Context: an optimization exercise on an open-source flow, tuned for small area, a short achievable clock period and few clock cycles. The choices shown serve that exercise and are no tape-out recipe.
No functional check of the RTL was part of any run shown here.
No activity file was given, so power comes from the tool's default toggle rates.

==> flow/design.v, too long to show whole: its modules and the start of the top module <==
// module tpb_codec: 818 lines
// module tpb_fmt: 20 lines
// module tpb_opd: 40 lines
// module tpb_legal: 30 lines
// module tpb_dec: 34 lines
// module tpb_resmux: 35 lines
// module tpb_rsp: 46 lines
// module tpb_ctl: 36 lines
// module tpb_pw: 27 lines
module tpb_codec (
    input  wire        clk,
    input  wire        rst,         
    input  wire        cmd_valid,
    output wire        cmd_ready,
    input  wire [31:0] cmd_word,
    input  wire [63:0] cmd_opd,
    input  wire [15:0] cmd_flen,
    input  wire        frm_valid,
    output wire        frm_ready,
    input  wire [7:0]  frm_data,
    output wire        rsp_valid,
    output wire [7:0]  rsp_status,
    output wire [63:0] rsp_res
);
  // ...
==> flow/flow/run.sh <==
#!/bin/bash
# Layout flow: the standard flow (standard.sh, ORFS) with two settings
# that ORFS reads from the environment:
#  - BUFFER_PORTS_ARGS: the port buffers are sky130_fd_sc_hd__buf_2 cells
#    (every input and output port still gets its own buffer);
#  - CTS_ARGS: the clock tree is built as the standard flow builds it, but
#    without dummy load cells.
# The clock period, the SDC and every other step are the standard flow's.
set -euo pipefail
export BUFFER_PORTS_ARGS="-buffer_cell sky130_fd_sc_hd__buf_2"
export CTS_ARGS="-sink_clustering_enable -repair_clock_nets -dont_use_dummy_load -sink_clustering_size 30 -sink_clustering_max_diameter 75 -buf_list sky130_fd_sc_hd__clkbuf_16"
bash standard.sh > standard.log 2>&1
==> flow/standard.sh <==
#!/bin/bash
# synth_recipe.tcl (not shown) runs the flow's synth.tcl, then flattens the netlist and writes it again
# the make line also repeats each setting of config.mk as NAME=value (left out here)
make -C /OpenROAD-flow-scripts/flow DESIGN_CONFIG=/design/flow/config.mk WORK_HOME=/design/flow/orfs CLKGATE_MAP_FILE= SYNTH_SCRIPT=/design/flow/synth_recipe.tcl "${@:-finish}"
==> flow/config.mk <==
export PLATFORM = sky130hd
export DESIGN_NAME = tpb_codec
export DESIGN_NICKNAME = tpb_codec
export VERILOG_FILES = /design/flow/design.v
export SDC_FILE = /design/flow/constraint.sdc
export NUM_CORES = 8
export LEC_CHECK = 0
export ABC_AREA = 1
export CAP_MARGIN = 20
export CORE_MARGIN = 2
export CORE_UTILIZATION = 40
export CTS_BUF_LIST = sky130_fd_sc_hd__clkbuf_16
export CTS_CLUSTER_DIAMETER = 75
export CTS_CLUSTER_SIZE = 30
export SLEW_MARGIN = 20
export SYNTH_HIERARCHICAL = 1
==> flow/constraint.sdc <==
create_clock -name core_clock -period 70.0 [get_ports {clk}]
set_input_delay 14.0000 -clock core_clock [delete_from_list [all_inputs] [get_ports {clk}]]
set_output_delay 14.0000 -clock core_clock [all_outputs]
set_load 0.01 [all_outputs]
==> run notes, run 1 <==
Timing-limited maximum frequency: 64.71 MHz
Run status: complete, no violations
Clock buf count: 84
DR DRC count: 0
Clk Tree Root Cell: clkbuf_16
Post-layout util: 44.03%
Cell family contributing the most delay on the critical path: flip-flops
Area post-placement: 53180 um^2
Count of flip-flops and latches: 1707
Clk network pwr share: 29.3%
Endpoint type of the worst setup path: primary output
Total power after layout: 0.001691 W
Max capacitance violation total: 0
Capture point of the worst path: rsp_status[1]
Unrepaired setup endpoints after global routing: false
Register name with the most flops: ring
Vias per std cell: 4.568
Kind of critical path: register to primary output
Count of nets left with antenna violations after detail routing: 0
Ratio of final minimum period to clock period: 22.08%
Origin of the worst setup path: rs_q[1]
Post-synthesis instance area: 50560 um^2
Worst-case vdd ir drop: 21.07 uV
IO Count: 199
Worst hold-check slack: 0.2185 ns
Instance count of the mapped netlist: 4686
Leading cell type in the layout, fill and taps excluded: dfxtp_1
Worst hold-check path type: register to register
Final HPWL from detailed placement: 80.69 mm
Source of the worst hold timing path: ring[167][2]
==> inputs of run 2 (changes only) <==
--- a/flow/config.mk
+++ b/flow/config.mk
@@ -12,5 +12,5 @@
 export CTS_BUF_LIST = sky130_fd_sc_hd__clkbuf_16
 export CTS_CLUSTER_DIAMETER = 75
 export CTS_CLUSTER_SIZE = 30
-export SLEW_MARGIN = 20
+export SLEW_MARGIN = 70
 export SYNTH_HIERARCHICAL = 1
==> run 2 against run 1 <==
  * Still clean
  * Clock skew shrank 0.0086 ns
  * Fmax grew 0.36%
  * Via count grew 0.47%
  * Final cell count grew 0.26%
  * Global-route usage is essentially flat
  * Synthesized cell count is the same
  * Sequential share of layout area shrank 0.54 points
  * Clock-buffer cell count shrank 3
  * Utilization grew 0.39 points
  * Worst hold slack gained 0.049 ns
  * Combinational power is essentially flat
  * Highest routed layer unchanged
==> run notes, run 2 <==
CTS tree: done (unchanged)
Vias in the first global route: 28860 (was 28810)
Count of filler cells inserted in the layout: 11810 (was 11890)
Number of buffers inserted during clock tree synthesis: 81 (was 84)
Timing-limited maximum frequency: 64.94 MHz (was 64.71 MHz)
Destination of the worst hold path: ring[116][5] (was ring[166][2])
Placed cells: 6451 (was 6437)
Post-layout nets: 5161 (was 5146)
Register-to-register path setup slack: 56.98 ns (was 56.95 ns)
Run status: complete, no violations (unchanged)
Startpoint of the worst-slack reg-to-reg timing path: p[10][7] (unchanged)
Peak fanout along the critical path: 4 (unchanged)
Mean area per synthesized cell: 10.79 um^2 (unchanged)
Data required time at the worst endpoint: 56.00 ns (about the same)
Standard-cell row count: 130 (unchanged)
Series of cell instances along the critical path: buf_2 (unchanged)
Clk Tree Root Cell: clkbuf_16 (unchanged)
Instance count of the mapped netlist: 4686 (unchanged)
Register name with the most flops: ring (unchanged)
Max capacitance violation total: 0 (unchanged)
Delay of the slowest critical-path stage: 0.56 ns (was 0.54 ns)
DR iter-0 viols: 2017 (was 2085)
Area of the multi-input gates: 13200 um^2 (was 12840 um^2)
Ratio of final minimum period to clock period: 22.00% (was 22.08%)
Count of endpoints failing hold in the final timing report: 0 (unchanged)
Fin Setup TNS: 0 ns (unchanged)
Proportion of layout cells with a drive suffix above 1: 10.77% (was 9.054%)
Registers with the highest flip-flop counts: ring x1408, p x96, xq x66 (unchanged)
Final number of setup-violating endpoints: 0 (unchanged)
Total iterations of the first detailed-routing run: 6 (unchanged)
Static power due to leakage: 24.15 nW (was 24.02 nW)
Cell family contributing the most delay on the critical path: flip-flops (unchanged)
Clock-pin slew reported for the worst setup and hold paths after clock tree synthesis: 0.10 ns (about the same)
Area of the placeable core: 125600 um^2 (unchanged)
Overall routed net length: 110.6 mm (was 110.8 mm)
Worst flop-to-flop path endpoint: rr_q[41] (unchanged)
Max Transition Viols Final: 0 (unchanged)
Overall routing resource usage: 17.01% (was 17.05%)
Maximum number of pins on one net before global-route repair: 77 (unchanged)
Highest-count cells in the layout ignoring fill and taps: dfxtp_1, nand2_1, inv_1 (unchanged)
Type of element launching the critical path: register (unchanged)
Depth of the worst hold-timing path: 0 (unchanged)
Starting density of the core: 40.26% (unchanged)
Sequential fraction of design power: 59.9% (was 59.6%)
Kind of critical path: register to primary output (unchanged)
Buffers inserted during post-CTS setup optimization: 0 (unchanged)
Worst hold-check path type: register to register (unchanged)
Final std cell area, no fill: 55780 um^2 (was 55280 um^2)
DR DRC count: 0 (unchanged)
Count of nets left with antenna violations after detail routing: 0 (unchanged)
Final Skew: 0.1133 ns (was 0.1219 ns)
# hold bufs at CTS: 0 (unchanged)
First-pass GRT wire length: 168.9 mm (was 169.0 mm)
Share of power burned in combinational logic: 11.4% (was 11.1%)
Vias per std cell: 4.577 (was 4.568)
Crit path arrival time: 1.40 ns (was 1.45 ns)
Unrepaired setup endpoints after global routing: false (unchanged)
Maximum clock insertion buffer count: 3 (unchanged)
Final HPWL from detailed placement: 80.86 mm (was 80.69 mm)
Sequential standard cell area: 35130 um^2 (was 35110 um^2)
Number of flip-flops under the largest register name: 1408 (unchanged)
Total number of yosys warnings: 13 (unchanged)
DIE AREA: 129300 um^2 (unchanged)
Cell type of the slowest stage on the worst timing path: dfxtp_1 (unchanged)
Pint: 0.001270 W (was 0.001276 W)
Post-synthesis instance area: 50560 um^2 (unchanged)
Source of the worst hold timing path: ring[117][5] (was ring[167][2])
Detailed-route via count: 29930 (was 29790)
Area post-placement: 53640 um^2 (was 53180 um^2)
Clk network pwr share: 28.8% (was 29.3%)
Worst-case vdd ir drop: 17.75 uV (was 21.07 uV)
Switching power: 0.0004128 W (was 0.0004149 W)
Total power divided by cell area: 30.18 nW/um^2 (was 30.58 nW/um^2)
IO Count: 199 (unchanged)
Number of port buffers: 172 (unchanged)
Die height: 359.5 um (unchanged)
Count of placed standard cells in the final layout, fillers left out: 6538 (was 6521)
Leading cell type in the layout, fill and taps excluded: dfxtp_1 (unchanged)
Number of cells traversed by the worst register-to-register path: 56 (unchanged)
Clock period minus worst slack: 15.40 ns (was 15.45 ns)
Grt ovf: 0 (unchanged)
Endpoint type of the worst setup path: primary output (unchanged)
Clock latency (worst-skew pair): 0.72 ns (about the same)
GPL Wtd Cong: 0.9377 (unchanged)
Average wire length per cell after detail routing: 16.91 um (was 16.99 um)
Switching power as a share of total power: 24.53% (was 24.54%)
X dimension of the die: 359.5 um (unchanged)
Number of antenna violations at the first check in global routing: 1 (unchanged)
Number of resized instances in the post-cts repair step: 0 (unchanged)
Synthesis-to-finish area growth: 10.32% (was 9.345%)
Clk sinks: 1707 (unchanged)
Crit path buffers/inverters: 1 (unchanged)
H-Tree Depth: 3 (unchanged)
## run 2: layout make-up
cell class	count	share of cell area (%)
Timing Repair Buffer	223	2.319
Inverter	547	3.694
Sequential cell	1707	62.98
Clock buffer	81	3.634
Antenna cell	2	0.008973
Multi-Input combinational cell	2328	23.67
Tap cell	1650	3.701
## run 2: worst max path at each step
stage                    end  slack, ns  depth (start not counted)         start
3_3_place_gp         p[2][3]      54.02                          9  cmd_word[12]
4_1_cts        rsp_status[2]      54.57                          1       rs_q[2]
6_report       rsp_status[2]      54.60                          1       rs_q[2]
2_1_floorplan       rr_q[10]      54.79                          9  cmd_word[30]
5_1_grt              sp_pend      54.55                         17  cmd_word[12]
3_5_place_dp            rv_q      54.05                         16  cmd_word[12]
## run 2: per-layer routing
metal	global-route usage, %	vias to the layer above	wire length [um]
met3	2.302	167	5630
met4	5.207	2	2948
met2	27.22	712	49260
li1	-	15010	-
met5	0	-	7
met1	23.92	14040	52710
## run 2: metrics by stage
step           power, W  worst slack (ns)  hold slack (ns)  utilization, %
2_1_floorplan  0.001159             54.79           0.3096               -
3_3_place_gp   0.001218             54.02           0.3097           42.35
3_5_place_dp   0.001222             54.05           0.3121           42.72
4_1_cts        0.001702             54.57           0.2619           44.33
5_1_grt        0.001767             54.55           0.2682           44.42
6_report       0.001683             54.60           0.2674           44.42
## run 2: power by group through the flow
stage / combinational [W] / clock [W] / sequential [W]
6_report: 0.000191 / 0.000484 / 0.00101
5_1_grt: 0.000224 / 0.000535 / 0.00101
4_1_cts: 0.000194 / 0.000502 / 0.00101
3_5_place_dp: 0.000193 / 0 / 0.00103
3_3_place_gp: 0.000189 / 0 / 0.00103
2_1_floorplan: 0.000138 / 0 / 0.00102

static timing again, ports no longer ideal:
No port has a modelled driver above. Below, the same layouts with a new extraction and two added sets of constraints. Step 1 (the two cells are an assumption about what drives the block):
set clk [get_ports {clk}]
set_driving_cell -lib_cell sky130_fd_sc_hd__clkbuf_16 $clk
set_driving_cell -lib_cell sky130_fd_sc_hd__buf_2 [delete_from_list [all_inputs] $clk]
Step 2 also shifts input and output timing later by t, the mid clock arrival at the registers, as if the neighbouring blocks saw the same clock. Slacks: ideal / step 1 / step 2; pairs: ideal / step 1.
run	t (ns)	slack for setup (ns)	latest minus earliest clock arrival (ns)
run 1	0.732	54.546 / 54.467 / 53.948	0.149 / 0.149
run 2	0.730	54.601 / 54.523 / 53.996	0.133 / 0.133
After both steps setup and hold are still met in every run listed. The setup slack of run 2, which loses most, moves by -0.078 ns with the drivers and by -0.605 ns with both steps.
